Background: an optimization exercise with open tools, aiming at small area. Do not read the settings as production practice.
Only simulation tests tie the RTL to the original design; equivalence was not proved.
No activity file was given, so power comes from the tool's default toggle rates.

Design iccm_link, start of the top module:
module iccm_link (
    input  wire         clk,
    input  wire         rst,           
    input  wire         rx,
    output wire         tx,
    input  wire         cmd_valid,
    input  wire [7:0]   cmd,
    output wire         cmd_ready,
    input  wire         msg_we,
    input  wire [7:0]   msg_byte,
    output reg          resp_valid,
    output wire         resp_avail,
    output wire [4:0]   resp_len,
    output wire [159:0] resp_data,
    output wire [15:0]  status,
    output wire [4:0]   cursor,
    output reg  [6:0]   events
);
Settings: LEC_CHECK=0, CAP_MARGIN=20, CORE_MARGIN=2, CORE_UTILIZATION=75, SLEW_MARGIN=20; clock period 10.0 ns.
standard.sh (not shown) runs the stock make flow with config.mk's settings and CLKGATE_MAP_FILE= SYNTH_SCRIPT=/design/flow/synth_recipe.tcl, a recipe that flattens the netlist after the stock synthesis.
==> flow/flow/run.sh <==
#!/bin/bash
# Standard layout with the smallest port buffers and a lighter clock tree.
set -o pipefail
export BUFFER_PORTS_ARGS="-buffer_cell sky130_fd_sc_hd__buf_1"
export CTS_ARGS="-sink_clustering_enable -repair_clock_nets -dont_use_dummy_load -buf_list sky130_fd_sc_hd__clkbuf_8 -root_buf sky130_fd_sc_hd__clkbuf_16 -sink_clustering_size 20 -sink_clustering_max_diameter 50"
bash standard.sh > standard.log 2>&1
Then changed:
--- a/flow/design.v
+++ b/flow/design.v
@@ -67,14 +67,13 @@
     wire full   = cur[4] & cur[2];         
     wire ev_msg_ready = is_etx & ss & ~full;
     wire ev_etx_lost  = is_etx & ss &  full;
     wire ev_overflow  = is_oth & ss &  full;
     wire ev_drop      = (is_etx | is_oth) & ~ss;
     wire push         = (is_etx | is_oth) & ss & ~full;
-    wire [4:0] cur_up  = {&cur[3:0], &cur[2:0], &cur[1:0], cur[0], 1'b1};
-    wire [4:0] p4_cur  = is_stx ? 5'd0 : cur ^ ({5{push}} & cur_up);
+    wire [4:0] p4_cur  = is_stx ? 5'd0 : (push ? cur + 5'd1 : cur);
     wire       p4_da   = ~is_stx & (data_avail | ev_msg_ready);
     wire       p4_ovf  = ~is_stx & (ovf | ev_overflow);
     wire       p4_ss   = is_stx | (ss & ~is_etx);
     wire       p4_ep   = ~faulted & ep1 & ~activate & ~rx_done |
                          faulted & edge_pend;
     assign cmd_ready = ~tx_active & ~n_rx_active;
@@ -110,12 +109,13 @@
             edge_pend     <= 1'b0;
             init_done     <= 1'b0;
             rx_active     <= 1'b0;
             tx_active     <= 1'b0;
             invalid_input <= 1'b0;
             faulted       <= 1'b0;
+            msg_cnt       <= 5'd0;
             msg_rsv       <= 1'b0;
             resp_valid    <= 1'b0;
             events        <= 7'd0;
         end else begin
             edge_pend     <= p4_ep & ~c_init;
             init_done     <= init_done | c_init;
@@ -123,28 +123,22 @@
             tx_active     <= admit | (tx_active & ~tx_done);
             invalid_input <= invalid_input | (admit & msg_rsv);
             faulted       <= faulted | bad;
             resp_valid    <= c_read | c_avail;
             events        <= {tx_done, ev_tx_rej, ev_bail, ev_drop,
                               ev_overflow, ev_etx_lost, ev_msg_ready};
-            if (send_cmd)
+            if (send_cmd) begin
+                if (!admit) msg_cnt <= 5'd0;
                 msg_rsv <= 1'b0;
-            else if (stage && (msg_byte == 8'h02 || msg_byte == 8'h03))
-                msg_rsv <= 1'b1;
+            end else if (stage) begin
+                if (stage_in) msg_cnt <= msg_cnt + 5'd1;
+                if (msg_byte == 8'h02 || msg_byte == 8'h03) msg_rsv <= 1'b1;
+            end else if (data_end) begin
+                msg_cnt <= msg_cnt - 5'd1;
+            end
         end
-    end
-    wire [4:0] cnt_up = {&msg_cnt[3:0], &msg_cnt[2:0], &msg_cnt[1:0],
-                         msg_cnt[0], 1'b1};
-    wire [4:0] cnt_dn = {~|msg_cnt[3:0], ~|msg_cnt[2:0], ~|msg_cnt[1:0],
-                         ~msg_cnt[0], 1'b1};
-    wire [4:0] cnt_tg = ({5{stage_in}} & cnt_up) | ({5{data_end}} & cnt_dn);
-    always @(posedge clk) begin
-        if (rst || (send_cmd && !admit))
-            msg_cnt <= 5'd0;
-        else
-            msg_cnt <= msg_cnt ^ cnt_tg;
     end
     integer i;
     always @(posedge clk) begin
         rx_prev    <= rx;
         cur        <= c_clr ? 5'd0 : p4_cur;
         data_avail <= ~c_clr & p4_da;
Die area rose by a few percent.
Power rose by roughly a tenth.
Combinational power rose by well over a third.
Hold slack is worse by 0.052 ns.
Area after synthesis rose by a few percent.
Worst setup slack is worse by 0.28 ns.
Non-clock buffer count fell by 1.
Cell area rose by a few percent.
Utilization fell by 1.0 points.
Register-to-register slack is worse by 0.22 ns.
Clock power rose by a little under a tenth.
First-iteration DRC count fell by a quarter to a third.
Final cell count rose by a few percent.
Sequential share of layout area fell by 1.6 points.

[separate check: timing with driven ports]
In the flow no input, the clock included, has a driving cell. The finished layouts below were timed again as built, in two steps.
Step 1 sets driving cells, clkbuf_16 on the clock port and buf_2 on the other inputs (assumed; they add their load-dependent delay and slew).
Step 2 times the ports against the registers' clock, not the clock port: input delays grow and output delays shrink by t, the midpoint of the rising clock arrivals with the driver on.
Three values: no drivers, after step 1, after step 2; two values: the first two.
run | shift t [ns] | slack for setup (ns) | hold slack, ns | cell pins on the clock port's net
the first run | 0.519 | 4.647 / 4.623 / 4.623 | 0.413 / 0.413 / 0.413 | 1
the second run | 0.510 | 4.368 / 4.345 / 4.344 | 0.361 / 0.361 / 0.361 | 1
After both steps every run listed still meets setup and hold.
